This design comes from an exercise in tuning for small area, a short achievable clock period and few clock cycles on the open sky130 flow, not from production work. At most, simulation tests tie the RTL to the original design; equivalence was not proved. Only the layout flow was run in runs 2 and 3; the RTL was not checked for function there. No activity file was given, so power comes from the tool's default toggle rates.

`design.v`:
```
module sc_crc_byte (
    input  wire [15:0] crc_in,
    input  wire [7:0]  data,
    output reg  [15:0] crc_out
);
    integer i;
    always @* begin
        crc_out = crc_in ^ {8'h00, data};
        for (i = 0; i < 8; i = i + 1) begin
            if (crc_out[0])
                crc_out = (crc_out >> 1) ^ 16'h8005;
            else
                crc_out = crc_out >> 1;
        end
    end
endmodule
module sc_hex_digit (
    input  wire [3:0] nib,
    output reg  [7:0] ch
);
    always @* begin
        case (nib)
            4'hA:    ch = 8'h41;
            4'hB:    ch = 8'h42;
            4'hC:    ch = 8'h43;
            4'hD:    ch = 8'h44;
            4'hE:    ch = 8'h45;
            4'hF:    ch = 8'h46;
            default: ch = {4'h3, nib};
        endcase
    end
endmodule
module sc_hex_value (
    input  wire [7:0] ch,
    output wire       ok,
    output reg  [3:0] val
);
    wire digit  = (ch[7:4] == 4'h3) && (!ch[3] || ch[2:1] == 2'b00);
    wire letter = (ch[7:6] == 2'b01) && (ch[4:3] == 2'b00) &&
                  (ch[2:0] != 3'd0) && (ch[2:0] != 3'd7);
    assign ok = digit || letter;
    always @* begin
        if (digit)
            val = ch[3:0];
        else
            case (ch[2:0])
                3'd1:    val = 4'hA;
                3'd2:    val = 4'hB;
                3'd3:    val = 4'hC;
                3'd4:    val = 4'hD;
                3'd5:    val = 4'hE;
                default: val = 4'hF;
            endcase
    end
endmodule
module sc_codec (
    input  wire        clk,
    input  wire        rst,
    input  wire        req_valid,
    output wire        req_ready,
    input  wire [63:0] req_word,
    input  wire [9:0]  req_len,
    input  wire        in_valid,
    output wire        in_ready,
    input  wire [7:0]  in_data,
    output wire        out_valid,
    input  wire        out_ready,
    output wire [7:0]  out_data,
    output wire        rsp_valid,
    input  wire        rsp_ready,
    output wire [63:0] rsp_word
);
    localparam F_AA   = 4'd0;
    localparam F_LEN  = 4'd1;
    localparam F_TYPE = 4'd2;
    localparam F_COMB = 4'd3;
    localparam F_DONE = 4'd4;
    localparam F_CRCH = 4'd5;
    localparam F_CRCL = 4'd6;
    localparam F_STOP = 4'd7;
    localparam F_DATA = 4'd8;
    reg        rq_rdy;        
    reg        in_rdy;
    reg        rq_rdy_o, in_rdy_o, ov_o;
    reg        rsp_v;
    reg        su;            
    reg        run;           
    reg        dn;            
    reg [3:0]  op;            
    reg [9:0]  rem;           
    reg        rz, r1;        
    reg [7:0]  y0, y1, yc;
    reg [15:0] y16;
    reg [2:0]  st;
    reg [7:0]  T;
    reg        tf;
    reg [7:0]  O;
    reg        ov;
    reg [7:0]  S;
    reg        sv;
    reg [3:0]  fph;           
    reg [1:0]  cp;            
    reg        tkb;           
    reg        mal;           
    reg        b0ok;          
    reg        lff;           
    reg [7:0]  k;             
    reg        kin;           
    reg [1:0]  tr;            
    reg        ma, mb, mc;    
    wire o_crc  = (op == 4'h0);
    wire o_step = (op == 4'h1);
    wire o_pack = (op == 4'h2);
    wire o_unpk = (op == 4'h3);
    wire o_hexb = (op == 4'h4);
    wire o_tok  = (op == 4'h5);
    wire o_hexl = (op == 4'h6);
    wire o_hdl  = (op == 4'h7);
    wire o_fr   = (op == 4'h8) || (op == 4'hA);
    wire o_df   = (op == 4'h9) || (op == 4'hB);
    wire hexm   = (op == 4'h6) || (op == 4'hA);
    wire textin = (op == 4'h7) || (op == 4'hB);
    wire ill    = op[3] & op[2];
    wire bin_in = o_crc || o_hexl || o_fr || (op == 4'h9);    
    wire ovf     = (st == 3'd1);
    wire c_emit  = (o_hexl || o_fr) && !ovf;
    wire c_parse = o_hdl || o_df;
    wire c_sink  = !c_emit && !c_parse;
    wire space   = !sv;
    wire rem_z   = rz;
    wire rem_1   = r1;
    wire req_take = req_valid && rq_rdy;
    wire in_take  = in_valid && in_rdy;
    wire [3:0] nib = (cp == 2'd0) ? T[7:4] : T[3:0];
    wire [7:0] dig;
    sc_hex_digit u_dig (.nib(nib), .ch(dig));
    wire [7:0] ech = !hexm ? T : (cp == 2'd2) ? 8'h20 : dig;
    wire e_dat    = fph[3];
    wire e_sp     = hexm && (cp == 2'd2);
    wire e_push   = run && c_emit && (fph != F_DONE) && space && (tf || e_sp);
    wire e_first  = !hexm || (cp == 2'd0);
    wire e_end    = !hexm || (cp == 2'd1);
    wire e_more   = !rem_z;
    wire e_hdr    = fph[3] || (!fph[2] && fph[1:0] != 2'd0);    
    wire e_crc    = e_push && o_fr && e_first && e_hdr;
    wire e_adv    = e_push && e_end;
    reg  [3:0] nph;
    always @* begin
        if (fph == F_COMB)
            nph = e_more ? F_DATA : F_CRCH;
        else if (e_dat)
            nph = e_more ? F_DATA : (o_hexl ? F_DONE : F_CRCH);
        else if (fph == F_STOP)
            nph = F_DONE;
        else
            case (fph)
                F_AA:    nph = F_LEN;
                F_LEN:   nph = F_TYPE;
                F_TYPE:  nph = F_COMB;
                F_CRCH:  nph = F_CRCL;
                default: nph = F_STOP;
            endcase
    end
    wire [3:0] fph_e = e_adv ? nph : fph;
    wire e_ld     = e_adv && (nph == F_LEN || nph == F_TYPE || nph == F_COMB ||
                              nph == F_CRCL || nph == F_STOP);
    wire e_refill = run && c_emit && (fph == F_CRCH) && !tf;
    wire [2:0] pos    = fph[2:0];
    reg  [2:0] pos_inc;
    always @* begin
        case (pos)
            3'd0: pos_inc = 3'd1;
            3'd1: pos_inc = 3'd2;
            3'd2: pos_inc = 3'd3;
            3'd3: pos_inc = 3'd4;
            3'd4: pos_inc = 3'd5;
            3'd5: pos_inc = 3'd6;
            default: pos_inc = 3'd7;
        endcase
    end
    wire       d_cons = run && c_parse && tf && space;
    wire       d_df   = d_cons && o_df;
    wire       inreg  = (pos == 3'd1) || ((pos >= 3'd2) && kin);
    wire       d_push = d_cons && (o_hdl || (inreg && pos[2]));
    wire [15:0] crc_nx;
    sc_crc_byte u_crc (.crc_in(y16), .data(T), .crc_out(crc_nx));
    wire crc_en = (run && o_crc && tf) || e_crc || (d_df && inreg);
    wire       push  = e_push || d_push;
    wire       pop   = ov && out_ready;
    wire       oload = !ov || pop;
    wire       ov_n  = oload ? (sv || push) : 1'b1;
    wire       sv_n  = (sv || (push && ov)) && !pop;
    wire t_cons = (c_sink && tf) ||
                  e_adv ||
                  d_cons;
    wire       in_ws = (in_data == 8'h20) ||
                       (in_data[7:3] == 5'b00001 && in_data[2:0] != 3'd0 && in_data[2:0] <= 3'd5);
    wire       hok;
    wire [3:0] hv;
    sc_hex_value u_hv (.ch(in_data), .ok(hok), .val(hv));
    wire [1:0] cp_inc = (cp == 2'd3) ? 2'd3 : cp + 2'd1;
    wire       tok_ok = (cp == 2'd2) && !tkb;
    wire       tok_l1 = (cp == 2'd1) && !tkb;    
    wire tx_take = in_take && textin;
    wire tf_set  = (in_take && bin_in) || e_ld || e_refill ||
                   (tx_take && (in_ws ? (cp != 2'd0) : rem_1));
    wire mal_set = tx_take && (in_ws ? (cp != 2'd0 && !tok_ok)
                                     : (rem_1 && !(hok && tok_l1)));
    wire tf_n    = tf_set || (tf && !t_cons);
    wire       rem_nz_n = in_take ? !rem_1 : !rem_z;
    wire tf_nc  = (in_take && (bin_in || (textin && (cp != 2'd0 || rem_1)))) ||
                  e_ld || e_refill || (tf && !t_cons);
    wire cpred  = c_sink ||
                  (!sv_n && (c_parse || (o_fr && !hexm && fph_e == F_DATA)));
    wire fin = run && !su && (c_emit ? (fph == F_DONE) : (rem_z && !tf));
    reg  [2:0] d_st;
    always @* begin
        if (textin && mal)                  d_st = 3'd2;
        else if (pos != 3'd7)               d_st = 3'd3;
        else if (!b0ok || !lff)             d_st = 3'd4;
        else if (y0 < 8'd3 || tr != 2'd3)   d_st = 3'd5;
        else if (!mc)                       d_st = 3'd6;
        else                                d_st = 3'd0;
    end
    wire d_err  = fin && o_df && (d_st != 3'd0);
    wire fr_ovf = o_fr && (rem >= 10'd253);
    wire su_fr  = o_fr && !fr_ovf;
    wire rsp_v_n = rsp_v ? !rsp_ready : ((dn || fin) && !ov_n);
    wire [3:0] rop  = req_word[3:0];
    wire       r_fr = (rop == 4'h8) || (rop == 4'hA);
    always @(posedge clk) begin
        if (rst) begin
            rq_rdy <= 1'b1;
            in_rdy <= 1'b0;
            rq_rdy_o <= 1'b1;
            in_rdy_o <= 1'b0;
            ov_o     <= 1'b0;
            rsp_v  <= 1'b0;
            su     <= 1'b0;
            run    <= 1'b0;
            dn     <= 1'b0;
            tf     <= 1'b0;
            ov     <= 1'b0;
            sv     <= 1'b0;
        end else begin
            if (oload) O <= sv ? S : ech;
            if (push && ov && !pop) S <= ech;
            ov <= ov_n;
            sv <= sv_n;
            ov_o <= push || sv || (ov && !out_ready);
            rsp_v  <= rsp_v_n;
            rq_rdy <= rq_rdy ? !req_valid : (rsp_v && rsp_ready);
            rq_rdy_o <= (rq_rdy && !req_valid) || (rsp_v && rsp_ready);
            dn     <= rsp_v ? 1'b0 : ((dn || fin) && ov_n);
            su     <= req_take;
            if (fin) run <= 1'b0;
            if (req_take) run <= 1'b1;
            in_rdy <= req_take ? (req_len != 10'd0 && !r_fr)
                               : (run && !fin && rem_nz_n && (!tf_nc || cpred));
            in_rdy_o <= (req_take && req_len != 10'd0 && !r_fr) ||
                        (!rq_rdy && run && !fin && rem_nz_n && (!tf_nc || cpred));
            tf     <= rq_rdy ? r_fr : tf_n;
        end
        if (rq_rdy) begin
            rem <= req_len;
            rz  <= (req_len == 10'd0);
            r1  <= (req_len == 10'd1);
        end else if (in_take) begin
            rem <= rem - 10'd1;
            rz  <= r1;
            r1  <= (rem == 10'd2);
        end
        if (rq_rdy) begin
            op <= (((req_word & 64'hFFFF0000FE0000F0) != 64'd0) || (rop >= 4'hC)) ?
                  4'hF : rop;
            case (rop)
                4'h6:       fph <= (req_len == 10'd0) ? F_DONE : F_DATA;
                4'h8, 4'hA: fph <= F_AA;
                default:    fph <= F_DATA;
            endcase
            cp   <= (rop == 4'h4) ? 2'd1 : 2'd0;
            tkb  <= 1'b0;
            mal  <= 1'b0;
            tr   <= 2'd0;
        end
        if (rq_rdy)
            y0 <= req_len[7:0] + 8'd3;
        else if (su)
            y0 <= su_fr ? y0 : 8'd0;
        else if ((d_df && pos == 3'd1) || (fin && o_tok && tok_ok))
            y0 <= T;
        else if (fin && o_hexb)
            y0 <= dig;
        else if (d_err)
            y0 <= 8'd0;
        if (rq_rdy)
            y1 <= req_word[15:8];
        else if (su)
            y1 <= o_hexb ? dig : (su_fr ? y1 : 8'd0);
        else if (d_df && pos == 3'd2)
            y1 <= T;
        else if (d_err)
            y1 <= 8'd0;
        if (rq_rdy)
            yc <= {req_word[24], req_word[22:16]};
        else if (su)
            yc <= o_unpk ? T : ((o_pack || su_fr) ? yc : 8'd0);
        else if (d_df && pos == 3'd3)
            yc <= T;
        else if (d_err)
            yc <= 8'd0;
        if (rq_rdy)
            y16 <= req_word[47:32];
        else if (su)
            y16 <= o_step ? crc_nx : ((o_crc || su_fr || o_df) ? 16'hFFFF : 16'h0000);
        else if (crc_en)
            y16 <= crc_nx;
        else if (d_err)
            y16 <= 16'h0000;
        if (rq_rdy)
            st <= 3'd0;
        else if (su)
            st <= ill ? 3'd7 : (fr_ovf ? 3'd1 : 3'd0);
        else if (fin && o_tok && !tok_ok)
            st <= 3'd2;
        else if (fin && o_hdl)
            st <= mal ? 3'd2 : 3'd0;
        else if (fin && o_df)
            st <= d_st;
        if (rq_rdy)
            T <= r_fr ? 8'hAA : req_word[15:8];
        else if (in_take && bin_in)
            T <= in_data;
        else if (e_refill)
            T <= y16[15:8];
        else if (e_ld) begin
            case (nph)
                F_LEN:   T <= y0;
                F_TYPE:  T <= y1;
                F_COMB:  T <= yc;
                F_CRCL:  T <= y16[7:0];
                default: T <= 8'hFF;
            endcase
        end
        if (in_take && (textin || o_tok) && cp == 2'd0) T[7:4] <= hv;
        if (in_take && (textin || o_tok) && cp == 2'd1) T[3:0] <= hv;
        if (su && o_hexb)
            cp <= 2'd0;
        else if (in_take && o_tok)
            cp <= cp_inc;
        else if (tx_take)
            cp <= (in_ws || rem_1) ? 2'd0 : cp_inc;
        else if (e_push && hexm)
            cp <= (cp == 2'd0) ? 2'd1 : ((cp == 2'd1) ? 2'd2 : 2'd0);
        if (in_take && o_tok && !hok)
            tkb <= 1'b1;
        else if (tx_take)
            tkb <= (in_ws || rem_1) ? 1'b0 : (tkb || !hok);
        if (mal_set)
            mal <= 1'b1;
        if (e_push)
            fph <= fph_e;
        else if (d_cons && fph != 4'd15)
            fph <= {fph[3], pos_inc};
        if (d_df) begin
            if (pos == 3'd0) b0ok <= (T == 8'hAA);
            if (pos == 3'd1) begin
                k   <= T;
                kin <= (T[7:1] != 7'd0);
            end
            if (inreg && pos >= 3'd2) begin
                k   <= k - 8'd1;
                kin <= (k[7:2] != 6'd0) || (k[1:0] == 2'd3);
            end
            if (!inreg && pos >= 3'd2 && tr != 2'd3) tr <= tr + 2'd1;
            lff <= (T == 8'hFF);
            ma  <= (T == y16[15:8]);
            mb  <= ma && (T == y16[7:0]);
            mc  <= mb;
        end
    end
    assign req_ready = rq_rdy_o;
    assign in_ready  = in_rdy_o;
    assign rsp_valid = rsp_v;
    assign out_valid = ov_o;
    assign out_data  = O;
    assign rsp_word  = {6'd0, yc[0], yc[7], 1'b0, yc[6:0], y16, yc, y1, y0, 5'd0, st};
endmodule
```
`flow/run.sh`:
```
#!/bin/bash
# Own layout flow: the standard layout (standard.sh, step by step) with
#  - plain buffers on the ports instead of the slow clock-delay cell that
#    buffer_ports picks (flow/post_gp.tcl, after global placement);
#  - a clock tree of clkbuf_8 without dummy loads.
# Each step's output goes to a log file here (ORFS's own logs are in orfs/logs).
set -euo pipefail
W=$(pwd)
export POST_GLOBAL_PLACE_TCL=$W/flow/post_gp.tcl
export CTS_ARGS="-sink_clustering_enable -repair_clock_nets -dont_use_dummy_load -buf_list sky130_fd_sc_hd__clkbuf_8"
bash standard.sh synth > log_synth.txt 2>&1
bash standard.sh floorplan > log_floorplan.txt 2>&1
bash standard.sh place > log_place.txt 2>&1
bash standard.sh cts > log_cts.txt 2>&1
bash standard.sh route > log_route.txt 2>&1
bash standard.sh finish > log_finish.txt 2>&1
```
`constraint.sdc`:
```
create_clock -name core_clock -period 8.0 [get_ports {clk}]
set_input_delay 1.6000 -clock core_clock [delete_from_list [all_inputs] [get_ports {clk}]]
set_output_delay 1.6000 -clock core_clock [all_outputs]
set_load 0.01 [all_outputs]
```
`flow/post_gp.tcl`:
```
# Replace the port buffers that buffer_ports inserted with plain buffers.
set nport 0
foreach inst [[ord::get_db_block] getInsts] {
  set name [$inst getName]
  if {[regexp {^(input|output)[0-9]+$} $name]} {
    set m [[$inst getMaster] getName]
    if {$m ne "sky130_fd_sc_hd__buf_2"} {
      replace_cell [get_cells $name] sky130_fd_sc_hd__buf_2
      incr nport
    }
  }
}
puts "post_gp: $nport port buffers replaced by sky130_fd_sc_hd__buf_2"
```
`config.mk`:
```
export PLATFORM = sky130hd
export DESIGN_NAME = sc_codec
export DESIGN_NICKNAME = sc_codec
export VERILOG_FILES = /design/flow/design.v
export SDC_FILE = /design/flow/constraint.sdc
export NUM_CORES = 4
export LEC_CHECK = 0
export CAP_MARGIN = 20
export CORE_MARGIN = 2
export CORE_UTILIZATION = 40
export SETUP_SLACK_MARGIN = 5.0
export SLEW_MARGIN = 20
```
`standard.sh`:
```
#!/bin/bash
# synth_recipe.tcl (not shown) runs the flow's synth.tcl, then flattens the netlist and writes it again
# the make line also repeats each setting of config.mk as NAME=value (left out here)
make -C /OpenROAD-flow-scripts/flow DESIGN_CONFIG=/design/flow/config.mk WORK_HOME=/design/flow/orfs CLKGATE_MAP_FILE= SYNTH_SCRIPT=/design/flow/synth_recipe.tcl "${@:-finish}"
```
==> results of run 1 <==
## state kept, by name, indices dropped and copies added (netlist names), 3 cells and up
name and cells:
k 8, y16 16, S 8, st 3, op 4, T 8
fph 4, yc 8, O 8, y0 8, y1 8, rem 10
## critical path, delay by kind of cell, from the launching register on
kind,cells,cell delay (ns)
DFF,1,0.60
buffers and inverters,1,0.28
AOI/OAI and AO/OA,1,0.23
and+or+nand+nor,3,1.49
## report_power, final
part	leakage, nW	internal (W)	switching (W)	total, W
Combinational	2.24	0.000186	0.000278	0.000465
Sequential	1.12	0.000739	0.0000805	0.000820
Clock	0.122	0.000186	0.000220	0.000406
Total	3.48	0.00111	0.000579	0.00169
## cells in the final DEF, fill, tap and decap left out, types with 4 or more instances in the layout
cell	n
clkbuf_8	17
a211oi_1	5
nand4_1	12
and2_1	4
nand3_1	16
or3_1	7
nand3b_1	5
conb_1	12
o211ai_1	4
buf_4	17
nor3b_1	4
nor2b_1	11
ha_1	9
dfxtp_1	19
buf_2	150
a21oi_1	39
nor3_1	22
a221oi_1	10
a22oi_1	9
a221o_1	24
nand2b_1	13
nand2_1	84
xnor2_1	40
and3_1	6
nor2_1	59
o21a_1	12
inv_1	25
o221ai_1	6
mux2_2	11
nor4_1	17
edfxtp_1	98
o22ai_1	8
a31oi_1	8
xor2_1	15
a21o_1	7
mux2i_1	10
a22o_1	16
o21ai_0	63
## area by class of cell
class	count	share of cell area
multi-input combinational	643	0.463
sequential	118	0.368
timing repair buffer	167	0.0966
tap	265	0.0365
clock buffer	17	0.0257
inverter	25	0.0103
## Yosys cell counts (all sizes together), types with 8 or more instances
master	count	area, um^2
nor3	24	125
nand2	84	315
nand3	16	80.1
a22oi	9	67.6
buf	38	255
a221o	24	240
nand2b	14	87.6
xor2	15	131
dfxtp	20	400
o21ai	68	348
a21oi	42	210
nor2b	12	75.1
xnor2	40	350
a22o	16	140
a221oi	11	103
nand4	12	75.1
o22ai	8	50.1
edfxtp	98	2940
clkbuf	38	143
o21a	12	90.1
inv	25	93.8
nor2	59	221
mux2i	10	100
nor4	17	106
a31oi	8	50.1
mux2	11	124
ha	9	113
## worst paths after layout
| kind | endpoint | depth (start not counted) | slack [ns] | startpoint |
|---|---|---|---|---|
| worst min-delay path | mc | 0 | 0.45 | mb |
| worst max-delay path | y16[14] | 5 | 5.04 | op[0] |
| worst max register to register | y16[14] | 5 | 5.04 | op[0] |
| worst min register to register | mc | 0 | 0.45 | mb |
## stage by stage
step	util	area (um^2)	power [W]
detailed placement	0.449	8740	0.00128
CTS	0.464	9030	0.00168
global placement	0.488	9490	0.00134
finish	0.467	9090	0.00169
floorplan	-	8000	0.00111
global route	0.467	9090	0.00176
## metal layers
layer / vias up / wire (um) / global-route usage
li1: 3428 / - / -
met1: 3558 / 12000 / 0.360
met2: 383 / 12000 / 0.392
met3: 50 / 2240 / 0.0538
met4: 0 / 605 / 0.0708
met5: - / 0 / 0
## cell families after synthesis
logic type	count (synthesis)	synth area share
flip-flops	118	0.420
buffers and inverters	101	0.0618
AND/OR/NAND/NOR	289	0.186
other	1	0.000471
XOR/XNOR	55	0.0605
AO/OA/AOI/OAI	257	0.229
adder cells (fa/ha/maj)	9	0.0142
multiplexers	21	0.0281
## timing repair
item,4_1_cts,5_1_grt
setup endpoints to repair,68,76
buffers inserted,4,6
pin swaps,0,1
gates resized for setup,7,2
==> results.py, run 1 <==
metrics = {
    "setup_path": {
        "worst_setup_path_end_kind": "register",
        "cp.required_ns": 8.09,
        "path_class": "register to register",
        "crit_fanout": 16,
        "max_stage_delay_ns": 0.60,
        "slowest_stage": "edfxtp_1",
        "crit_chain": "buf_4, or4b_1, or3_1, o21ai_2, nand2b_2",
        "startpoint_type": "register",
        "worstPathArrival_ns": 3.06,
    },
    "yosys": {
        "syn_avg_cell_area_um2": 9.35,
        "synth-main-ff-cell": "edfxtp_1",
        "yosysUniqueCellTypes": 80,
        "ys_seq_area_frac": 0.420,
        "syn_inst": 851,
        "ys_warn_count": 4,
        "synth_edf_count": 98,
        "ys_async_sr_fraction": 0,
        "synth_area_um2": 7960,
        "ys_ff_latch": 118,
    },
    "global_routing": {
        "grt_pass1_wl_mm": 41.3,
        "grt_max_degree": 86,
        "grt_usage": 0.254,
        "antenna_found_initial": 0,
        "overflow": 0,
        "grt_pass1_vias": 7040,
    },
    "clocking": {
        "cts_tree": "yes",
        "cts_sinks": 118,
        "cts_buffer_depth": 2,
        "cts-buffers-inserted": 17,
        "cts.hold.buffers_added": 0,
        "h-tree-depth": 4,
        "clk_latency_ns": 0.46,
        "path_clk_slew_ns": 0.07,
        "clockRootBuffer": "clkbuf_8",
    },
    "die": {
        "rows": 51,
        "core_region_area_um2": 19500,
        "initial_core_util": 0.409,
        "io_pins": 164,
        "die_x_um": 145,
        "design.die.area_um2": 21000,
        "chipHeight_um": 145,
    },
    "timing": {
        "skew_ns": 0.0258,
        "report.final.slew_viol_count": 0,
        "grt_setup_unrepaired": "true",
        "fin_ws_ns": 5.04,
        "post-route-period-util": 0.370,
        "max_slew_margin": 0.386,
        "finalSetupTns_ns": 0,
        "whs_ns": 0.449,
        "finalSetupViolCount": 0,
        "fmax_mhz": 338,
        "worstMarginPinSlew_ns": 0.920,
        "layout_min_cycle_time_ns": 2.96,
        "hold_viol": 0,
    },
    "place": {
        "portBuffers": 150,
        "placed_cells": 1208,
        "pre_cts_ws_ns": 4.49,
        "hpwl_mm": 19.9,
    },
    "job": {
        "cap_violations": 0,
    },
    "routing": {
        "via_per_inst": 6.01,
        "drt_wl_total_mm": 26.9,
        "first_pass_iters": 5,
        "drc": 0,
        "num_vias": 7419,
        "wl_per_cell_um": 21.8,
        "drt_iter0_drc": 881,
        "drtAntennaViolNets": 0,
    },
    "pwr": {
        "leakage_nw": 3.48,
        "p_per_area_nw_per_um2": 186,
        "vdd.ir_drop.worst_uv": 105,
    },
    "finish": {
        "fill_cells": 1980,
        "nets": 1069,
        "drive_gt1_frac": 0.226,
        "multiInputGateArea_um2": 4210,
        "fin_cells": 1235,
        "n_antenna_cell": 0,
        "syn_to_final_growth_pct": 14.3,
        "final-seq-area_um2": 3340,
    },
    "outcome": {
        "outcome": "timing/DRC/antenna clean",
    },
    "worst_hold_path": {
        "worstHoldPathType": "register to register",
    },
}
Testbench counts, summed over its fixed seeds: cycles 127,029.
==> run 2, diff against run 1 <==
--- a/design.v
+++ b/design.v
@@ -89,2 +89,8 @@
     reg [3:0]  op;            
+    reg        k_emit;        
+    reg        k_parse;       
+    reg        k_fr;          
+    reg        k_df;          
+    reg        k_hexm;        
+    reg        k_text;        
     reg [9:0]  rem;           
@@ -118,6 +124,6 @@
     wire o_hdl  = (op == 4'h7);
-    wire o_fr   = (op == 4'h8) || (op == 4'hA);
-    wire o_df   = (op == 4'h9) || (op == 4'hB);
-    wire hexm   = (op == 4'h6) || (op == 4'hA);
-    wire textin = (op == 4'h7) || (op == 4'hB);
+    wire o_fr   = k_fr;
+    wire o_df   = k_df;
+    wire hexm   = k_hexm;
+    wire textin = k_text;
     wire ill    = op[3] & op[2];
@@ -125,4 +131,4 @@
     wire ovf     = (st == 3'd1);
-    wire c_emit  = (o_hexl || o_fr) && !ovf;
-    wire c_parse = o_hdl || o_df;
+    wire c_emit  = k_emit;
+    wire c_parse = k_parse;
     wire c_sink  = !c_emit && !c_parse;
@@ -229,2 +235,3 @@
     wire [3:0] rop  = req_word[3:0];
+    wire       r_ill = ((req_word & 64'hFFFF0000FE0000F0) != 64'd0) || (rop >= 4'hC);
     wire       r_fr = (rop == 4'h8) || (rop == 4'hA);
@@ -273,4 +280,9 @@
         if (rq_rdy) begin
-            op <= (((req_word & 64'hFFFF0000FE0000F0) != 64'd0) || (rop >= 4'hC)) ?
-                  4'hF : rop;
+            op <= r_ill ? 4'hF : rop;
+            k_emit  <= !r_ill && (rop == 4'h6 || rop == 4'h8 || rop == 4'hA);
+            k_parse <= !r_ill && (rop == 4'h7 || rop == 4'h9 || rop == 4'hB);
+            k_fr    <= !r_ill && (rop == 4'h8 || rop == 4'hA);
+            k_df    <= !r_ill && (rop == 4'h9 || rop == 4'hB);
+            k_hexm  <= !r_ill && (rop == 4'h6 || rop == 4'hA);
+            k_text  <= !r_ill && (rop == 4'h7 || rop == 4'hB);
             case (rop)
@@ -346,2 +358,4 @@
         if (in_take && (textin || o_tok) && cp == 2'd1) T[3:0] <= hv;
+        if (su && fr_ovf)
+            k_emit <= 1'b0;
         if (su && o_hexb)
==> results.py, run 2 <==
metrics = {
    "global_routing": {
        "antenna_found_initial": 0,
        "grt_pass1_wl_mm": 38.9,
        "overflow": 0,
        "grtUsageMet1": 0.325,
        "grt_usage": 0.238,
        "gr-usage-met2": 0.380,
        "grt_max_degree": 50,
        "grt.busiest_layer": "met2",
        "met3_usage": 0.0561,
        "grt_pass1_vias": 6644,
    },
    "yosys": {
        "synth_top_family_by_area": "simple AND/OR/NAND/NOR gates",
        "ys_async_sr_fraction": 0,
        "ys_warn_count": 4,
        "syn_avg_cell_area_um2": 9.35,
        "synth.top_cell.area_share": 0.385,
        "synth_xor_area_frac": 0.0610,
        "synth_most_common_cell": "edfxtp_1",
        "synthAdderAreaFrac": 0.0187,
        "ys_top_cells_by_area": "edfxtp_1 (38%), dfxtp_1 (5.2%), nand2_1 (4.7%)",
        "synth-main-ff-cell": "edfxtp_1",
        "synth_compound_area_frac": 0.190,
        "synthSimpleGateAreaFrac": 0.199,
        "ys_ff_latch": 124,
        "muxShareOfSynthArea": 0.0350,
        "synthTopCellsByCount": "edfxtp_1 (103), nand2_1 (101), nor2_1 (62)",
        "ys_seq_area_frac": 0.437,
        "yosysUniqueCellTypes": 76,
        "syn_inst": 860,
        "synth_edf_count": 103,
        "synth_area_um2": 8040,
        "synth_top_area_cell": "edfxtp_1",
    },
    "die": {
        "design.die.area_um2": 21300,
        "initial_core_util": 0.411,
        "io_pins": 164,
        "core_region_area_um2": 19600,
        "chipHeight_um": 146,
        "rows": 51,
        "die_x_um": 146,
    },
    "setup_path": {
        "reg2reg_from": "y16[0]",
        "reg2reg_to": "y16[2]",
        "cp.required_ns": 6.40,
        "r2r_slack_ns": 5.12,
        "slowest_stage": "edfxtp_1",
        "path_class": "register to primary output",
        "worstPathArrival_ns": 1.36,
        "max_stage_delay_ns": 0.47,
        "r2r_cells": 9,
        "startpoint_type": "register",
        "crit_fanout": 2,
        "crit_chain": "buf_4, buf_4, buf_2",
        "worst_setup_path_end_kind": "primary output",
        "cpMostUsedCell": "buf_4",
    },
    "clocking": {
        "cts_sinks": 124,
        "cts.hold.buffers_added": 0,
        "clockRootBuffer": "clkbuf_8",
        "cts_buffer_depth": 2,
        "clk_latency_ns": 0.45,
        "cts-buffers-inserted": 17,
        "h-tree-depth": 4,
        "path_clk_slew_ns": 0.08,
        "cts_tree": "yes",
    },
    "timing": {
        "fmax_mhz": 338,
        "fin_ws_ns": 5.04,
        "skew_ns": 0.0234,
        "layout_min_cycle_time_ns": 2.96,
        "grt_setup_unrepaired": "false",
        "report.final.slew_viol_count": 0,
        "post-route-period-util": 0.370,
        "hold_viol": 0,
        "worstMarginPinSlew_ns": 0.950,
        "finalSetupViolCount": 0,
        "max_slew_margin": 0.366,
        "finalSetupTns_ns": 0,
    },
    "worst_hold_path": {
        "worstHoldPathType": "register to register",
        "hold_path_startpoint": "mb",
        "worst_hold_path.endpoint": "mc",
        "hold_depth": 0,
    },
    "routing": {
        "drt_iter0_drc": 789,
        "via_per_inst": 5.81,
        "first_pass_iters": 6,
        "drtAntennaViolNets": 0,
        "drc": 0,
        "wl_per_cell_um": 20.6,
        "num_vias": 7242,
        "drt_wl_total_mm": 25.6,
    },
    "pwr": {
        "vdd.ir_drop.worst_uv": 101,
        "p_per_area_nw_per_um2": 205,
        "total_power_w": 0.00190,
        "leakage_nw": 3.64,
    },
    "finish": {
        "final_cell_mix": "buf_2 (150), edfxtp_1 (103), nand2_1 (101), nor2_1 (61), o21ai_0 (44)",
        "nets": 1083,
        "final_common_cell": "buf_2",
        "fill_cells": 1928,
        "n_antenna_cell": 0,
        "syn_to_final_growth_pct": 15.3,
        "drive_gt1_frac": 0.230,
        "largest_registers": "y16 x16, rem x10",
        "largest_reg_flops": 16,
        "largest-register": "y16",
        "stdcell_area_um2": 9270,
    },
    "place": {
        "hpwl_mm": 18.9,
        "pre_cts_ws_ns": 4.09,
        "placedInstanceArea_um2": 8890,
        "portBuffers": 150,
    },
    "outcome": {
        "outcome": "timing/DRC/antenna clean",
    },
    "job": {
        "cap_violations": 0,
    },
}
-- run 2: timing repair --
| action | 4_1_cts | 5_1_grt |
|---|---|---|
| resized for setup | 7 | 10 |
| setup endpoints to repair | 63 | 66 |
| setup buffers | 6 | 3 |
| cloned | 0 | 0 |
| pin swaps | 2 | 2 |
-- run 2: cells by family after synthesis --
kind of cell,count (synthesis)
XOR/XNOR,50
multiplexers,27
adder cells (fa/ha/maj),12
other,1
AO/OA/AOI/OAI,221
buffers and inverters,101
flip-flops,124
AND/OR/NAND/NOR,324
-- run 2: worst max path at each step --
stage                from  cells after the start           end
2_1_floorplan  in_data[2]                      9          T[6]
3_5_place_dp       fph[2]                      7         yc[2]
6_report           y16[0]                      3  rsp_word[32]
4_1_cts          in_valid                      6          T[5]
3_3_place_gp       fph[2]                      7         yc[2]
5_1_grt        in_data[1]                      9            tf
-- run 2: layout make-up --
class	count	area (um^2)	share of cell area
tap	265	332	0.0358
multi-input combinational	646	4210	0.454
sequential	124	3510	0.379
inverter	28	105	0.0113
timing repair buffer	166	875	0.0943
clock buffer	17	234	0.0252
-- run 2: through the flow --
step,hold slack [ns],utilization,std cells
finish,0.444,0.473,1246
detailed placement,0.413,0.454,1220
global placement,0.425,0.492,1220
CTS,0.446,0.470,1243
floorplan,0.400,-,871
global route,0.450,0.473,1246
-- run 2: per-layer routing --
layer  up-vias  share of wire
met4         0          0.012
met1      3424           0.43
met2       388           0.47
met5         -              0
li1       3406              -
met3        24          0.090
-- run 2: worst max-delay path, delay by kind of cell, from the launching register on --
family,cells,cell delay [ns]
buf+inv,3,0.44
flops,1,0.47
-- run 2: power breakdown --
part	internal [W]	leakage, nW	switching [W]	total [W]
combinational	0.000275	2.33	0.000342	0.000618
sequential	0.000781	1.19	0.0000825	0.000864
clock	0.000187	0.122	0.000230	0.000417
==> run 3, diff against run 2 <==
==> flow/run.sh (replaced) <==
#!/bin/bash
# Own layout flow: the standard layout (standard.sh, step by step) with
#  - plain buffers on the ports instead of the slow clock-delay cell that
#    buffer_ports picks (flow/post_gp.tcl, after global placement);
#  - a clock tree of clkbuf_8 without dummy loads;
#  - setup repair aiming at a slack of FLOW_MARGIN ns (standard.sh's make
#    command, with only SETUP_SLACK_MARGIN changed).
# Each step's output goes to a log file here (ORFS's own logs are in orfs/logs).
set -euo pipefail
W=$(pwd)
FLOW_MARGIN=5.3
export POST_GLOBAL_PLACE_TCL=$W/flow/post_gp.tcl
export CTS_ARGS="-sink_clustering_enable -repair_clock_nets -dont_use_dummy_load -buf_list sky130_fd_sc_hd__clkbuf_8"
sed "s/SETUP_SLACK_MARGIN=[0-9.]*/SETUP_SLACK_MARGIN=$FLOW_MARGIN/" standard.sh > own_standard.sh
grep -q "SETUP_SLACK_MARGIN=$FLOW_MARGIN" own_standard.sh
bash own_standard.sh synth > log_synth.txt 2>&1
bash own_standard.sh floorplan > log_floorplan.txt 2>&1
bash own_standard.sh place > log_place.txt 2>&1
bash own_standard.sh cts > log_cts.txt 2>&1
bash own_standard.sh route > log_route.txt 2>&1
bash own_standard.sh finish > log_finish.txt 2>&1
==> results.py, run 3 <==
metrics = {
    "yosys": {
        "ys_ff_latch": 124,
        "synthTopCellsByCount": "edfxtp_1 (103), nand2_1 (101), nor2_1 (62)",
        "synth_top_area_cell": "edfxtp_1",
        "synth_area_um2": 8040,
        "synth-main-ff-cell": "edfxtp_1",
        "synth_edf_count": 103,
        "syn_inst": 860,
        "synth_most_common_cell": "edfxtp_1",
        "syn_avg_cell_area_um2": 9.35,
        "ys_seq_area_frac": 0.437,
        "yosysUniqueCellTypes": 76,
        "ys_async_sr_fraction": 0,
        "synth.top_cell.area_share": 0.385,
        "ys_warn_count": 4,
        "ys_top_cells_by_area": "edfxtp_1 (38%), dfxtp_1 (5.2%), nand2_1 (4.7%)",
    },
    "setup_path": {
        "startpoint_type": "input pin",
        "crit_fanout": 5,
        "crit_start": "in_data[1]",
        "reg2reg_to": "O[0]",
        "r2r_slack_ns": 5.39,
        "path_class": "input pin to register",
        "reg2reg_from": "T[7]",
        "worst_setup_path_end_kind": "register",
        "cp.required_ns": 8.38,
        "worstPathArrival_ns": 3.17,
        "r2r_cells": 6,
    },
    "routing": {
        "num_vias": 7350,
        "first_pass_iters": 7,
        "drtAntennaViolNets": 0,
        "drc": 0,
        "drt_wl_total_mm": 26.0,
        "via_per_inst": 5.74,
        "drt_iter0_drc": 798,
        "wl_per_cell_um": 20.3,
    },
    "global_routing": {
        "grt_max_degree": 54,
        "gr-usage-met2": 0.377,
        "overflow": 0,
        "grt_pass1_vias": 6712,
        "grtUsageMet1": 0.335,
        "antenna_found_initial": 0,
        "grt_usage": 0.239,
        "grt_pass1_wl_mm": 39.1,
        "met3_usage": 0.0476,
        "grt.busiest_layer": "met2",
    },
    "die": {
        "io_pins": 164,
        "initial_core_util": 0.411,
        "core_region_area_um2": 19600,
        "rows": 51,
        "design.die.area_um2": 21300,
        "chipHeight_um": 146,
        "die_x_um": 146,
    },
    "pwr": {
        "leakage_nw": 3.88,
        "total_power_w": 0.00194,
        "p_per_area_nw_per_um2": 199,
        "vdd.ir_drop.worst_uv": 123,
    },
    "clocking": {
        "cts-buffers-inserted": 17,
        "cts.hold.buffers_added": 0,
        "cts_sinks": 124,
        "cts_buffer_depth": 2,
        "clockRootBuffer": "clkbuf_8",
        "cts_tree": "yes",
        "path_clk_slew_ns": 0.07,
        "h-tree-depth": 4,
        "clk_latency_ns": 0.46,
    },
    "finish": {
        "final_common_cell": "buf_2",
        "nets": 1117,
        "largest-register": "y16",
        "syn_to_final_growth_pct": 21.2,
        "n_antenna_cell": 0,
        "drive_gt1_frac": 0.287,
        "largest_registers": "y16 x16, rem x10",
        "largest_reg_flops": 16,
        "final_cell_mix": "buf_2 (148), edfxtp_1 (103), nand2_1 (97), nor2_1 (61), buf_4 (49)",
        "fin_cells": 1280,
        "fin_util": 0.498,
    },
    "place": {
        "placed_cells": 1221,
        "portBuffers": 150,
        "hpwl_mm": 19.1,
    },
    "worst_hold_path": {
        "hold_depth": 0,
        "hold_path_startpoint": "mb",
        "worst_hold_path.endpoint": "mc",
        "worstHoldPathType": "register to register",
    },
    "timing": {
        "fmax_mhz": 358,
        "grt_setup_unrepaired": "true",
        "worstMarginPinSlew_ns": 0.946,
        "max_slew_margin": 0.365,
        "finalSetupTns_ns": 0,
        "hold_viol": 0,
        "layout_min_cycle_time_ns": 2.79,
        "skew_ns": 0.0339,
        "post-route-period-util": 0.349,
        "report.final.slew_viol_count": 0,
        "finalSetupViolCount": 0,
    },
    "job": {
        "cap_violations": 0,
    },
    "outcome": {
        "outcome": "timing/DRC/antenna clean",
    },
}
-- run 3: cell counts after synthesis --
No cell type changed its count.
-- run 3: timing repair --
action / in CTS / in global routing
endpoints found under the setup margin: 93 / 77
resized for setup: 34 / 18
pin swaps: 12 / 10
buffers inserted: 27 / 15
-- run 3: area by class of cell --
class,instances,area [um^2]
Timing Repair Buffer,200,1160
Clock buffer,17,234
Multi-Input combinational cell,646,4400
Inverter,28,108
Tap cell,265,332
Fill cell,1890,9840
Sequential cell,124,3520
-- run 3: how the worst max path moves through the flow --
stage                        to  slack [ns]
after global placement       tf        4.11
final                        tf        5.21
after CTS                    tf        5.21
after global routing         tf        5.14
after floorplan              tf        5.07
after detailed placement  yc[2]        4.38
-- run 3: through the flow --
stage | cell area (um^2) | setup WS [ns] | hold slack, ns
2_1_floorplan | 8240 | 5.07 | 0.400
3_3_place_gp | 9710 | 4.11 | 0.412
3_5_place_dp | 8960 | 4.38 | 0.414
4_1_cts | 9540 | 5.21 | 0.419
5_1_grt | 9750 | 5.14 | 0.430
6_report | 9750 | 5.21 | 0.422
-- run 3: logic make-up (layout without fill, tap and decap cells) --
| logic type | count (synthesis) | count (layout) | share of synthesized area |
|---|---|---|---|
| buffers and inverters | 101 | 245 | 0.0585 |
| xor gates and xnor gates | 50 | 50 | 0.0610 |
| muxes | 27 | 27 | 0.0350 |
| and+or+nand+nor | 324 | 324 | 0.199 |
| adders and majority gates | 12 | 12 | 0.0187 |
| DFF | 124 | 124 | 0.437 |
| other | 1 | 12 | 0.000466 |
| AOI/OAI and AO/OA | 221 | 221 | 0.190 |
-- run 3: worst max-delay path, stage by stage --
cell and delay, ns:
buf_12 0.11, ha_4 0.15, nor3b_2 0.21, mux2i_2 0.13, o41a_1 0.38, a211o_1 0.29, nand3_1 0.10, o21ai_1 0.08
nor2_1 0.12
-- run 3: power breakdown --
group          internal, W  switching [W]
registers         0.000781      0.0000588
logic             0.000314       0.000382
clock network     0.000186       0.000222
total              0.00128       0.000662
-- run 3: layer usage --
| layer | part of all wire | vias to the layer above |
|---|---|---|
| met5 | 0 | - |
| met4 | 0.017 | 0 |
| met3 | 0.083 | 31 |
| met2 | 0.46 | 363 |
| met1 | 0.44 | 3480 |
| li1 | - | 3476 |
==> run 4, diff against run 3 <==
--- a/design.v
+++ b/design.v
@@ -89,8 +89,2 @@
     reg [3:0]  op;            
-    reg        k_emit;        
-    reg        k_parse;       
-    reg        k_fr;          
-    reg        k_df;          
-    reg        k_hexm;        
-    reg        k_text;        
     reg [9:0]  rem;           
@@ -124,6 +118,6 @@
     wire o_hdl  = (op == 4'h7);
-    wire o_fr   = k_fr;
-    wire o_df   = k_df;
-    wire hexm   = k_hexm;
-    wire textin = k_text;
+    wire o_fr   = (op == 4'h8) || (op == 4'hA);
+    wire o_df   = (op == 4'h9) || (op == 4'hB);
+    wire hexm   = (op == 4'h6) || (op == 4'hA);
+    wire textin = (op == 4'h7) || (op == 4'hB);
     wire ill    = op[3] & op[2];
@@ -131,4 +125,4 @@
     wire ovf     = (st == 3'd1);
-    wire c_emit  = k_emit;
-    wire c_parse = k_parse;
+    wire c_emit  = (o_hexl || o_fr) && !ovf;
+    wire c_parse = o_hdl || o_df;
     wire c_sink  = !c_emit && !c_parse;
@@ -235,3 +229,2 @@
     wire [3:0] rop  = req_word[3:0];
-    wire       r_ill = ((req_word & 64'hFFFF0000FE0000F0) != 64'd0) || (rop >= 4'hC);
     wire       r_fr = (rop == 4'h8) || (rop == 4'hA);
@@ -280,9 +273,4 @@
         if (rq_rdy) begin
-            op <= r_ill ? 4'hF : rop;
-            k_emit  <= !r_ill && (rop == 4'h6 || rop == 4'h8 || rop == 4'hA);
-            k_parse <= !r_ill && (rop == 4'h7 || rop == 4'h9 || rop == 4'hB);
-            k_fr    <= !r_ill && (rop == 4'h8 || rop == 4'hA);
-            k_df    <= !r_ill && (rop == 4'h9 || rop == 4'hB);
-            k_hexm  <= !r_ill && (rop == 4'h6 || rop == 4'hA);
-            k_text  <= !r_ill && (rop == 4'h7 || rop == 4'hB);
+            op <= (((req_word & 64'hFFFF0000FE0000F0) != 64'd0) || (rop >= 4'hC)) ?
+                  4'hF : rop;
             case (rop)
@@ -358,4 +346,2 @@
         if (in_take && (textin || o_tok) && cp == 2'd1) T[3:0] <= hv;
-        if (su && fr_ovf)
-            k_emit <= 1'b0;
         if (su && o_hexb)
==> flow/run.sh (replaced) <==
#!/bin/bash
# Own layout flow: the standard layout (standard.sh, step by step) with
#  - plain buffers on the ports (buf_1 on req_word and req_len, buf_2 elsewhere)
#    instead of the slow clock-delay cell that
#    buffer_ports picks (flow/post_gp.tcl, after global placement);
#  - a clock tree of clkbuf_8 without dummy loads.
# Each step's output goes to a log file here (ORFS's own logs are in orfs/logs).
set -euo pipefail
W=$(pwd)
export POST_GLOBAL_PLACE_TCL=$W/flow/post_gp.tcl
export CTS_ARGS="-sink_clustering_enable -repair_clock_nets -dont_use_dummy_load -buf_list sky130_fd_sc_hd__clkbuf_8"
bash standard.sh synth > log_synth.txt 2>&1
bash standard.sh floorplan > log_floorplan.txt 2>&1
bash standard.sh place > log_place.txt 2>&1
bash standard.sh cts > log_cts.txt 2>&1
bash standard.sh route > log_route.txt 2>&1
bash standard.sh finish > log_finish.txt 2>&1
==> flow/post_gp.tcl (replaced) <==
# Replace the port buffers that buffer_ports inserted (a slow clock-delay
# cell) with plain buffers: buf_1 on the request word and length inputs,
# which only load registers, and buf_2 on every other port.
set n1 0
set n2 0
foreach inst [[ord::get_db_block] getInsts] {
  set name [$inst getName]
  if {![regexp {^(input|output)[0-9]+$} $name]} { continue }
  set cell sky130_fd_sc_hd__buf_2
  set a [$inst findITerm A]
  if {$a ne "NULL" && [$a getNet] ne "NULL"} {
    set net [[$a getNet] getName]
    if {[string match {req_word*} $net] || [string match {req_len*} $net]} {
      set cell sky130_fd_sc_hd__buf_1
    }
  }
  if {[[$inst getMaster] getName] ne $cell} {
    replace_cell [get_cells $name] $cell
    if {$cell eq "sky130_fd_sc_hd__buf_1"} { incr n1 } else { incr n2 }
  }
}
puts "post_gp: port buffers replaced, $n1 by buf_1 and $n2 by buf_2"
==> results.py, run 4 <==
metrics = {
    "clocking": {
        "cts_sinks": 118,
        "cts_tree": "yes",
        "path_clk_slew_ns": 0.07,
        "h-tree-depth": 4,
        "clk_latency_ns": 0.45,
        "cts-buffers-inserted": 17,
        "cts_buffer_depth": 2,
        "clockRootBuffer": "clkbuf_8",
    },
    "pwr": {
        "power.internal_w": 0.00111,
        "power.switching_w": 0.000579,
        "vdd.ir_drop.worst_uv": 107,
        "p_clk_frac": 0.241,
        "switching_share": 0.343,
        "leakage_nw": 3.29,
        "total_power_w": 0.00169,
        "combPwrFrac": 0.273,
        "power_frac_seq": 0.486,
        "p_per_area_nw_per_um2": 187,
    },
    "place": {
        "pre_cts_ws_ns": 4.48,
        "placedInstanceArea_um2": 8650,
        "portBuffers": 150,
        "hpwl_mm": 19.9,
    },
    "finish": {
        "final-seq-area_um2": 3340,
        "drive_gt1_frac": 0.153,
        "final_common_cell": "edfxtp_1",
        "n_antenna_cell": 0,
        "fill_cells": 1977,
        "largest_registers": "y16 x16, rem x10",
        "largest-register": "y16",
        "stdcell_area_um2": 9030,
        "syn_to_final_growth_pct": 13.5,
        "multiInputGateArea_um2": 4220,
        "nets": 1072,
        "largest_reg_flops": 16,
        "final_cell_mix": "edfxtp_1 (98), nand2_1 (84), buf_2 (77), buf_1 (73), o21ai_0 (63)",
    },
    "global_routing": {
        "antenna_found_initial": 0,
        "overflow": 0,
        "grt_max_degree": 86,
        "grt_pass1_vias": 7024,
        "grt_usage": 0.254,
        "grt_pass1_wl_mm": 41.2,
    },
    "setup_path": {
        "worst_setup_path_end_kind": "register",
        "crit_fanout": 15,
        "cp.required_ns": 8.20,
        "worstPathArrival_ns": 3.13,
        "slowest_stage": "edfxtp_1",
        "startpoint_type": "register",
        "cp.buffers_inverters": 0,
        "cpLargestDelayFamily": "XOR/XNOR gates",
        "crit_chain": "xnor2_1, xnor2_1, xnor2_1, xnor2_1, xor2_1, a221o_1",
        "path_class": "register to register",
        "max_stage_delay_ns": 0.82,
        "cpMostUsedCell": "xnor2_1",
    },
    "yosys": {
        "synth.top_cell.area_share": 0.370,
        "ys_ff_latch": 118,
        "syn_inst": 851,
        "ys_async_sr_fraction": 0,
        "ys_seq_area_frac": 0.420,
        "synthTopCellsByCount": "edfxtp_1 (98), nand2_1 (84), o21ai_0 (63)",
        "synth-main-ff-cell": "edfxtp_1",
        "ys_warn_count": 4,
        "yosysUniqueCellTypes": 80,
        "synth_most_common_cell": "edfxtp_1",
        "synth_edf_count": 98,
        "synth_top_area_cell": "edfxtp_1",
        "synth_area_um2": 7960,
        "syn_avg_cell_area_um2": 9.35,
        "ys_top_cells_by_area": "edfxtp_1 (37%), dfxtp_1 (5.0%), xnor2_1 (4.4%)",
    },
    "die": {
        "rows": 51,
        "chipHeight_um": 145,
        "io_pins": 164,
        "die_x_um": 145,
        "design.die.area_um2": 21000,
        "initial_core_util": 0.409,
        "core_region_area_um2": 19500,
    },
    "routing": {
        "wl_per_cell_um": 21.8,
        "drtAntennaViolNets": 0,
        "drc": 0,
        "num_vias": 7441,
        "drt_wl_total_mm": 27.0,
        "via_per_inst": 6.01,
        "first_pass_iters": 6,
        "drt_iter0_drc": 854,
    },
    "timing": {
        "finalSetupViolCount": 0,
        "fin_ws_ns": 5.07,
        "finalSetupTns_ns": 0,
        "worstMarginPinSlew_ns": 0.925,
        "fmax_mhz": 341,
        "grt_setup_unrepaired": "false",
        "report.final.slew_viol_count": 0,
        "layout_min_cycle_time_ns": 2.93,
        "whs_ns": 0.455,
        "max_slew_margin": 0.383,
        "post-route-period-util": 0.366,
        "skew_ns": 0.0226,
        "hold_viol": 0,
    },
    "job": {
        "cap_violations": 0,
    },
    "worst_hold_path": {
        "worstHoldPathType": "register to register",
    },
    "outcome": {
        "outcome": "timing/DRC/antenna clean",
    },
}
[run 4: cell count changes in the layout (fill, tap and decap cells not counted), sizes merged, moves of 9 or more]
cell / change
nand2: -17
a221o: +17
a22oi: -15
nand3: -16
o21ai: +19
a221oi: +9
buf: -30
xnor2: +9
nor2b: -9
[run 4: cell families (layout without fill, tap and decap cells)]
kind of cell    count (synthesis)  in the layout  share of synthesized area
simple gates                  289            289                      0.186
compound gates                257            257                      0.229
flops                         118            118                      0.420
buf+inv                       101            212                     0.0618
xor+xnor                       55             55                     0.0605
mux                            21             21                     0.0281
fa+ha+maj                       9              9                     0.0142
other cells                     1             12                   0.000471
[run 4: per-stage QoR]
| step | cells | util |
|---|---|---|
| floorplan | 862 | - |
| global placement | 1208 | 0.488 |
| detailed placement | 1208 | 0.444 |
| CTS | 1229 | 0.459 |
| global route | 1238 | 0.464 |
| finish | 1238 | 0.464 |
[run 4: repair_timing]
action	CTS	global route
endpoints found under the setup margin	58	74
hold buffers	0	0
gates resized for setup	7	3
setup buffers	4	9
pin swaps	0	1
[run 4: cell type report]
| class | count | area share |
|---|---|---|
| multi-input combinational | 643 | 0.467 |
| inverter | 25 | 0.0104 |
| timing repair buffer | 170 | 0.0896 |
| sequential | 118 | 0.370 |
| clock buffer | 17 | 0.0259 |
| tap | 265 | 0.0367 |
[run 4: path summary, 6_finish.rpt]
path         from  endpoint  slack (ns)  cells after the start
max          T[0]    y16[2]        5.07                      6
min            mb        mc        0.46                      0
max reg2reg  T[0]    y16[2]        5.07                      6
min reg2reg    mb        mc        0.46                      0
[run 4: layer usage]
metal,global-route usage,share of wire,vias to the layer above
met1,0.365,0.46,3547
met5,0,0,-
met3,0.0443,0.078,57
met4,0.0817,0.023,0
li1,-,-,3436
met2,0.388,0.44,401
[run 4: power by group through the flow]
stage          logic [W]  clock network [W]  registers [W]
3_5_place_dp    0.000446                  0       0.000832
2_1_floorplan   0.000306                  0       0.000807
6_report        0.000460           0.000406       0.000820
4_1_cts         0.000452           0.000412       0.000818
3_3_place_gp    0.000506                  0       0.000833
5_1_grt         0.000499           0.000434       0.000828
[run 4: worst register-to-register path, delay by kind of cell, from the launching register on]
kind,cells,cell delay [ns]
AOI/OAI and AO/OA,1,0.34
xor gates and xnor gates,5,1.54
DFF,1,0.82
Testbench counts of run 4, summed over its fixed seeds: cycles 127,029.
==> run 5, diff against run 4 <==
--- a/config.mk
+++ b/config.mk
@@ -7,5 +7,7 @@
 export LEC_CHECK = 0
+export ABC_AREA = 1
 export CAP_MARGIN = 20
 export CORE_MARGIN = 2
-export CORE_UTILIZATION = 40
+export CORE_UTILIZATION = 55
+export PLACE_DENSITY = 0.75
 export SETUP_SLACK_MARGIN = 5.0
==> results.py, run 5 <==
metrics = {
    "worst_hold_path": {
        "hold_path_startpoint": "mb",
        "worstHoldPathType": "register to register",
    },
    "routing": {
        "num_vias": 8047,
        "drtAntennaViolNets": 0,
        "drt_iter0_drc": 1048,
        "drt_wl_total_mm": 24.7,
        "wl_per_cell_um": 18.1,
        "first_pass_iters": 10,
        "via_per_inst": 5.90,
        "drc": 0,
    },
    "yosys": {
        "ys_top_cells_by_area": "edfxtp_1 (37%), nand2_1 (12%), inv_1 (6.1%)",
        "synth_area_um2": 7860,
        "ys_warn_count": 4,
        "synth_edf_count": 98,
        "synth_top_area_cell": "edfxtp_1",
        "ys_seq_area_frac": 0.425,
        "ys_ff_latch": 118,
        "yosysUniqueCellTypes": 49,
        "synth-main-ff-cell": "edfxtp_1",
        "synth.top_cell.area_share": 0.374,
        "syn_inst": 1033,
        "synth_most_common_cell": "nand2_1",
        "ys_async_sr_fraction": 0,
        "synthTopCellsByCount": "nand2_1 (241), inv_1 (127), nor2_1 (100)",
        "syn_avg_cell_area_um2": 7.61,
    },
    "global_routing": {
        "grt_pass1_wl_mm": 37.8,
        "grt_pass1_vias": 7118,
        "grt_max_degree": 71,
        "overflow": 0,
        "antenna_found_initial": 0,
        "grt_usage": 0.332,
    },
    "finish": {
        "drive_gt1_frac": 0.136,
        "largest-register": "y16",
        "nets": 1282,
        "n_antenna_cell": 0,
        "largest_reg_flops": 16,
        "final_common_cell": "nand2_1",
        "final_cell_mix": "nand2_1 (239), inv_1 (124), edfxtp_1 (98), nor2_1 (97), buf_2 (77)",
        "syn_to_final_growth_pct": 14.1,
        "fin_util": 0.643,
        "largest_registers": "y16 x16, rem x10",
    },
    "clocking": {
        "cts_buffer_depth": 2,
        "cts_tree": "yes",
        "h-tree-depth": 4,
        "path_clk_slew_ns": 0.07,
        "clk_latency_ns": 0.46,
        "clockRootBuffer": "clkbuf_8",
        "cts_sinks": 118,
        "cts-buffers-inserted": 17,
    },
    "die": {
        "chipHeight_um": 124,
        "design.die.area_um2": 15300,
        "die_x_um": 124,
        "rows": 43,
        "io_pins": 164,
        "initial_core_util": 0.564,
        "core_region_area_um2": 13900,
    },
    "setup_path": {
        "cp.required_ns": 8.10,
        "worstPathArrival_ns": 2.96,
        "crit_start": "fph[0]",
        "path_class": "register to register",
        "reg2reg_from": "fph[0]",
        "crit_fanout": 12,
        "worst_setup_path_end_kind": "register",
        "r2r_slack_ns": 5.14,
        "startpoint_type": "register",
    },
    "place": {
        "hpwl_mm": 19.0,
        "portBuffers": 150,
    },
    "timing": {
        "finalSetupTns_ns": 0,
        "skew_ns": 0.0289,
        "worstMarginPinSlew_ns": 0.911,
        "report.final.slew_viol_count": 0,
        "grt_setup_unrepaired": "false",
        "fmax_mhz": 349,
        "hold_viol": 0,
        "finalSetupViolCount": 0,
        "max_slew_margin": 0.391,
        "layout_min_cycle_time_ns": 2.86,
        "post-route-period-util": 0.358,
    },
    "pwr": {
        "leakage_nw": 3.79,
        "p_per_area_nw_per_um2": 191,
        "vdd.ir_drop.worst_uv": 140,
    },
    "outcome": {
        "outcome": "timing/DRC/antenna clean",
    },
    "job": {
        "cap_violations": 0,
    },
}
run 5: cell count changes after synthesis, sizes merged, moves of 24 or more:
cell	before	now
a221o	24	0
xnor2	40	14
nor2	59	104
nand3	16	61
inv	25	133
nand2	84	257
run 5: path summary, 6_finish.rpt:
kind | endpoint | cells past startpoint
worst max-delay path | y0[5] | 9
worst min register to register | mc | 0
worst max register to register | y0[5] | 9
worst min-delay path | mc | 0
run 5: critical path: stages, from the launching register on:
cell	delay, ns
edfxtp_1	0.49
nor2_2	0.48
nand3_1	0.18
nand2_1	0.11
nand3_1	0.17
inv_1	0.19
nand3_1	0.09
nand2_1	0.21
inv_1	0.22
a31oi_4	0.36
run 5: layout make-up:
cell class	count	area (um^2)
Multi-Input combinational cell	740	3820
Clock buffer	17	234
Inverter	136	518
Timing Repair Buffer	172	825
Fill cell	1335	4970
Sequential cell	118	3340
Tap cell	180	225
run 5: cells by family after synthesis:
logic type | Yosys count | synth area share
buf+inv | 186 | 0.101
flops | 118 | 0.425
xor+xnor | 34 | 0.0398
compound gates | 203 | 0.153
other cells | 1 | 0.000477
fa+ha+maj | 9 | 0.0143
simple gates | 482 | 0.266
run 5: routing by layer:
| metal | part of all wire | up-vias | GRT usage |
|---|---|---|---|
| met5 | 0 | - | 0 |
| met4 | 0.033 | 0 | 0.119 |
| met3 | 0.11 | 73 | 0.0572 |
| met2 | 0.45 | 529 | 0.511 |
| met1 | 0.41 | 3660 | 0.472 |
| li1 | - | 3785 | - |
run 5: where the power goes:
part	switching (W)	total, W	internal [W]
registers	0.0000601	0.000784	0.000724
clock network	0.000214	0.000400	0.000186
logic	0.000357	0.000533	0.000176
run 5: repair_timing:
action | 4_1_cts | 5_1_grt
buffers inserted | 1 | 17
setup endpoints to repair | 45 | 58
gates resized for setup | 7 | 8
pin swaps | 1 | 3
hold buffers | 0 | 0
hold endpoints to repair | 0 | 0
run 5: per-stage QoR:
stage	area [um^2]	std cells	total power [W]	setup slack, ns	hold slack (ns)
after global routing	8970	1363	0.00180	5.02	0.479
after global placement	9380	1328	0.00135	4.16	0.425
after CTS	8820	1346	0.00170	5.06	0.450
final	8970	1363	0.00172	5.14	0.459
after detailed placement	8540	1328	0.00131	4.37	0.418
after floorplan	7910	1044	0.00115	5.20	0.400
==> run 6, diff against run 5 <==
--- a/config.mk
+++ b/config.mk
@@ -10,4 +10,3 @@
 export CORE_MARGIN = 2
-export CORE_UTILIZATION = 55
-export PLACE_DENSITY = 0.75
+export CORE_UTILIZATION = 40
 export SETUP_SLACK_MARGIN = 5.0
==> results.py, run 6 <==
metrics = {
    "outcome": {
        "outcome": "timing/DRC/antenna clean",
    },
    "global_routing": {
        "grt_max_degree": 72,
        "overflow": 0,
        "grt_pass1_wl_mm": 39.6,
        "grt_pass1_vias": 7011,
        "antenna_found_initial": 0,
        "grt_usage": 0.256,
    },
    "yosys": {
        "synth_area_um2": 7860,
        "synth-main-ff-cell": "edfxtp_1",
        "synthTopCellsByCount": "nand2_1 (241), inv_1 (127), nor2_1 (100)",
        "ys_top_cells_by_area": "edfxtp_1 (37%), nand2_1 (12%), inv_1 (6.1%)",
        "ys_warn_count": 4,
        "ys_seq_area_frac": 0.425,
        "ys_async_sr_fraction": 0,
        "synth_edf_count": 98,
        "synth.top_cell.area_share": 0.374,
        "syn_inst": 1033,
        "yosysUniqueCellTypes": 49,
        "ys_ff_latch": 118,
        "synth_top_area_cell": "edfxtp_1",
        "synth_most_common_cell": "nand2_1",
        "syn_avg_cell_area_um2": 7.61,
    },
    "setup_path": {
        "cpMostUsedCell": "nand2_2",
        "slowest_stage": "edfxtp_1",
        "path_class": "register to register",
        "worstPathArrival_ns": 3.05,
        "startpoint_type": "register",
        "cp.required_ns": 8.20,
        "crit_chain": "xor2_2, inv_1, ha_1, inv_1, nand2_1, nand2_2, inv_1, nand2_1, nand2_2, nand2_2, nand2_2, nand2_2, nand3_1, nand2_2, inv_2, or2_1, nand3_1, nand2_1",
        "worst_setup_path_end_kind": "register",
        "crit_fanout": 5,
        "max_stage_delay_ns": 0.48,
    },
    "timing": {
        "report.final.slew_viol_count": 0,
        "whs_ns": 0.429,
        "worstMarginPinSlew_ns": 1.07,
        "grt_setup_unrepaired": "true",
        "post-route-period-util": 0.356,
        "hold_viol": 0,
        "skew_ns": 0.0198,
        "max_slew_margin": 0.284,
        "finalSetupTns_ns": 0,
        "layout_min_cycle_time_ns": 2.85,
        "finalSetupViolCount": 0,
        "fmax_mhz": 351,
    },
    "die": {
        "core_region_area_um2": 19400,
        "design.die.area_um2": 20800,
        "die_x_um": 144,
        "io_pins": 164,
        "rows": 51,
        "initial_core_util": 0.405,
        "chipHeight_um": 144,
    },
    "clocking": {
        "clk_latency_ns": 0.46,
        "path_clk_slew_ns": 0.07,
        "cts_buffer_depth": 2,
        "clockRootBuffer": "clkbuf_8",
        "cts_sinks": 118,
        "cts_tree": "yes",
        "cts-buffers-inserted": 17,
        "cts.hold.buffers_added": 0,
        "h-tree-depth": 4,
    },
    "job": {
        "cap_violations": 0,
    },
    "routing": {
        "drtAntennaViolNets": 0,
        "drt_wl_total_mm": 26.5,
        "drc": 0,
        "drt_iter0_drc": 766,
        "first_pass_iters": 5,
        "num_vias": 7678,
        "via_per_inst": 5.34,
        "wl_per_cell_um": 18.4,
    },
    "finish": {
        "nets": 1272,
        "syn_to_final_growth_pct": 15.0,
        "n_antenna_cell": 0,
        "largest_reg_flops": 16,
        "drive_gt1_frac": 0.132,
        "final_common_cell": "nand2_1",
        "final_cell_mix": "nand2_1 (239), inv_1 (124), edfxtp_1 (98), nor2_1 (97), buf_2 (77)",
        "largest_registers": "y16 x16, rem x10",
        "stdcell_area_um2": 9040,
        "largest-register": "y16",
        "fin_cells": 1438,
    },
    "place": {
        "portBuffers": 150,
        "hpwl_mm": 20.4,
        "placedInstanceArea_um2": 8640,
        "placed_cells": 1411,
    },
    "pwr": {
        "leakage_nw": 3.75,
        "p_per_area_nw_per_um2": 191,
        "vdd.ir_drop.worst_uv": 100,
    },
    "worst_hold_path": {
        "worstHoldPathType": "register to register",
    },
}
-- run 6: cell counts after synthesis --
No cell type changed its count.
-- run 6: per-layer routing --
layer  vias up  GRT usage  share of wire
met5         -          0              0
met3        38     0.0540          0.077
met2       322      0.397           0.45
li1       3760          -              -
met1      3558      0.357           0.45
met4         0     0.0853          0.022
-- run 6: power by group --
part           internal [W]  leakage, nW  switching (W)  total [W]
Sequential         0.000723         1.14      0.0000624   0.000786
Combinational      0.000178         2.49       0.000357   0.000535
Clock              0.000186        0.122       0.000221   0.000408
Total               0.00109         3.75       0.000640    0.00173
-- run 6: cells by family (layout without fill, tap and decap cells) --
family          count (synthesis)  in the layout  synth area share
other cells                     1             12          0.000477
fa+ha+maj                       9              9            0.0143
compound gates                203            203             0.153
xor+xnor                       34             34            0.0398
buf+inv                       186            315             0.101
flops                         118            118             0.425
simple gates                  482            482             0.266
-- run 6: worst paths after layout --
check            to  depth (start not counted)  startpoint  slack (ns)
min reg2reg      mc                          0          mb        0.43
max          y16[1]                         18      y16[0]        5.15
min              mc                          0          mb        0.43
max reg2reg  y16[1]                         18      y16[0]        5.15
-- run 6: area by class of cell --
type / count / area (um^2)
clock buffers: 17 / 234
fillers: 2086 / 10400
repair buffers: 162 / 762
flip-flops and latches: 118 / 3340
well taps: 265 / 332
inverters: 136 / 514
multi-input cells: 740 / 3850
-- run 6: repair_timing --
item | in CTS | in global routing
setup endpoints to repair | 58 | 66
gates cloned | 0 | 0
buffers inserted | 1 | 9
pin swaps | 1 | 2
gates resized for setup | 7 | 12
-- run 6: through the flow --
stage               power (W)  utilization  setup slack [ns]
detailed placement    0.00131        0.445              4.25
floorplan             0.00115            -              5.20
finish                0.00173        0.466              5.15
global route          0.00182        0.466              5.00
global placement      0.00136        0.489              4.13
CTS                   0.00172        0.459              5.02
-- run 6: worst max-delay path: cells and delay by family, from the launching register on --
| kind | cells | cell delay, ns |
|---|---|---|
| buffers and inverters | 4 | 0.36 |
| flip-flops | 1 | 0.48 |
| XOR/XNOR | 1 | 0.21 |
| adder cells (fa/ha/maj) | 1 | 0.36 |
| AND/OR/NAND/NOR | 12 | 1.19 |

[port drivers added, routing unchanged]
No port has a modelled driver above. Below, the same layouts with a new extraction and two added sets of constraints.
Step 1 (the two cells are an assumption about what drives the block):
set clk [get_ports {clk}]
set_driving_cell -lib_cell sky130_fd_sc_hd__clkbuf_16 $clk
set_driving_cell -lib_cell sky130_fd_sc_hd__buf_2 [delete_from_list [all_inputs] $clk]
Step 2 moves the port delays by t, midway between the first and last clock arrival at a register: inputs arrive t later, outputs are due t later. That takes back most of the time a late clock gives input paths.
Three values: no drivers, after step 1, after step 2; two values: the first two.
| run | t (ns) | setup WS [ns] | hold slack, ns | worst register clock-pin slew, ns | cell pins on the clock port's net |
|---|---|---|---|---|---|
| run 1 | 0.490 | 5.039 / 5.039 / 4.649 | 0.449 / 0.449 / 0.449 | 0.08 / 0.08 | 1 |
| run 2 | 0.484 | 5.042 / 4.997 / 4.597 | 0.444 / 0.444 / 0.444 | 0.08 / 0.08 | 1 |
| run 3 | 0.478 | 5.209 / 5.201 / 4.723 | 0.422 / 0.422 / 0.422 | 0.09 / 0.09 | 1 |
| run 4 | 0.481 | 5.070 / 5.070 / 4.641 | 0.455 / 0.455 / 0.455 | 0.08 / 0.08 | 1 |
| run 5 | 0.481 | 5.139 / 5.139 / 4.689 | 0.459 / 0.459 / 0.459 | 0.08 / 0.08 | 1 |
| run 6 | 0.490 | 5.150 / 5.150 / 4.686 | 0.429 / 0.429 / 0.429 | 0.08 / 0.08 | 1 |
After both steps every run listed still meets setup and hold. The setup slack of run 3, which loses most, moves by -0.008 ns with the drivers and by -0.486 ns with both steps.
